Source: an optimization exercise on an open RTL-to-GDS flow (aim: a short achievable clock period). Production flows keep margins and buffers that such runs may drop.
Function was checked by simulation only, so behaviour that the tests miss may differ from the original.
Power and IR drop assume default switching activity.

## the reference run
## viking_core
module viking_core (
    input  wire        clk,
    input  wire        rst,           
    input  wire [31:0] budget,        
    output wire        mem_req,
    output wire        mem_we,
    output wire [14:0] mem_addr,
    output wire [23:0] mem_wdata,
    input  wire [23:0] mem_rdata,
    input  wire        mem_ready,
    output wire        done,
    output wire [23:0] reg_a,
    output wire [23:0] reg_b,
    output wire [14:0] reg_x1,
    output wire [14:0] reg_x2,
    output wire [14:0] reg_x3,
    output wire [14:0] reg_pc,
    output wire        flag_overflow,
    output wire        flag_halted,
    output wire [63:0] cost_cycles,
    output reg         diag_valid,
    output reg  [5:0]  diag_op,
    output reg  [14:0] diag_fa
);
Settings: LEC_CHECK=0, ABC_CLOCK_PERIOD_IN_PS=4000, CAP_MARGIN=25, CORE_MARGIN=2, CORE_UTILIZATION=40, PLACE_DENSITY=0.6, SLEW_MARGIN=35; clock period 12.0 ns.
standard.sh (not shown) runs the stock make flow with config.mk's settings and CLKGATE_MAP_FILE= SYNTH_SCRIPT=/design/flow/synth_recipe.tcl, a recipe that flattens the netlist after the stock synthesis.
==> flow/flow/run.sh <==
#!/bin/bash
set -euo pipefail
bash standard.sh SETUP_SLACK_MARGIN=8 finish > standard.log 2>&1
The reference run finished every stage and its layout cleared the timing, DRC and antenna checks.
Testbench counts of the reference run, summed over its fixed seeds: clk cycles 227,146.
--- input diff the reference run..the trial run ---
==> flow/run.sh (new file) <==
#!/bin/bash
# synth_recipe.tcl (not shown) runs the flow's synth.tcl, then flattens the netlist and writes it again
# the make line also repeats each setting of config.mk as NAME=value (left out here)
make -C /OpenROAD-flow-scripts/flow DESIGN_CONFIG=/design/flow/config.mk WORK_HOME=/design/flow/orfs CLKGATE_MAP_FILE= SYNTH_SCRIPT=/design/flow/synth_recipe.tcl finish
-- flow/config.mk --
<<< the reference run, line 9
export CAP_MARGIN = 25
>>> the trial run, line 9
export CAP_MARGIN = 20
<<< the reference run, line 13
export SLEW_MARGIN = 35
>>> the trial run, line 13
export SETUP_SLACK_MARGIN = 5
export SLEW_MARGIN = 30
removed: flow/flow/run.sh
removed: flow/standard.sh
==> comparison <==
In the trial run, the area of the multi-input gates came out about 11% below the value in the reference run. Row final wirelength: the trial run lower / the reference run higher. Comparing data required time of the worst path for the trial run and the reference run, the smaller number came from the trial run. Max-slew headroom at the worst pin: the trial run < the reference run. The trial run vs. the reference run: total power went down by 3.3 mW. Share of total power in combinational logic: the trial run vs the reference run down 6.6 points. In the trial run the final critical delay including setup and external delays turned out 0.17 ns higher than in the reference run. The trial run ends up with a global-route usage that is 3.0 points lower than in the reference run. Across both runs, quantity of gates resized following cts was lower for the trial run than for the reference run.


## red
Another version of the RTL of viking_core (not shown whole).
Size in the first run: about 14000 cells after synthesis, roughly 1100 flip-flops, ~300 I/O pins.
==> flow/config.mk <==
export PLATFORM = sky130hd
export DESIGN_NAME = viking_core
export DESIGN_NICKNAME = viking_core
export VERILOG_FILES = /design/flow/design.v
export SDC_FILE = /design/flow/constraint.sdc
export NUM_CORES = 4
export LEC_CHECK = 0
export ABC_CLOCK_PERIOD_IN_PS = 4000
export CAP_MARGIN = 25
export CORE_MARGIN = 2
export CORE_UTILIZATION = 40
export PLACE_DENSITY = 0.6
export SLEW_MARGIN = 35
==> flow/constraint.sdc <==
create_clock -name core_clock -period 12.0 [get_ports {clk}]
set_input_delay 2.4000 -clock core_clock [delete_from_list [all_inputs] [get_ports {clk}]]
set_output_delay 2.4000 -clock core_clock [all_outputs]
set_load 0.01 [all_outputs]
==> flow/flow/run.sh <==
#!/bin/bash
set -euo pipefail
bash standard.sh SETUP_SLACK_MARGIN=10 finish > standard.log 2>&1
Every stage of the flow completed for red, and the final layout passed the timing, DRC and antenna checks.
Testbench counts of red, summed over its fixed seeds: clk cycles 221,937.
> inputs changed (red -> blue)
==> flow/flow/run.sh <==
#!/bin/bash
set -euo pipefail
bash standard.sh SETUP_SLACK_MARGIN=8 finish > standard.log 2>&1
Notes after the runs:
- The flow did not stop early for blue: all stages ran, and the layout cleared the timing, DRC and antenna checks.
- Vias: blue fewer than red
- The sequential logic power on blue is in line with that on red.
- Final cell area: blue below red
- | later-pin clock latency in the skew report | higher: red |
- On blue: global routing met1 resource utilization is 4.2 points lower than what red gave.

==> afterwards: timing with drivers on the ports <==
No port has a modelled driver above. Below, the same layouts with a new extraction and two added sets of constraints.
Step 1 sets driving cells, clkbuf_16 on the clock port and buf_2 on the other inputs (assumed; they add their load-dependent delay and slew).
Step 2 times the ports against the registers' clock, not the clock port: input delays grow and output delays shrink by t, the midpoint of the rising clock arrivals with the driver on.
Three values: ideal, step 1, step 2; two values: the first two.
run	t (ns)	setup slack, ns	latest minus earliest clock arrival (ns)	worst data-port slew with drivers (ns)
the reference run	0.808	5.376 / 5.376 / 5.376	0.081 / 0.081	0.09
the trial run	0.816	5.207 / 5.195 / 4.458	0.068 / 0.067	0.06
red	0.990	6.367 / 6.255 / 6.297	0.107 / 0.106	0.46
blue	0.965	6.446 / 6.340 / 6.336	0.088 / 0.087	0.09
After both steps every run listed still meets setup and hold. For the trial run, which loses most, drivers alone change the setup slack by -0.012 ns; drivers and shift together by -0.749 ns.
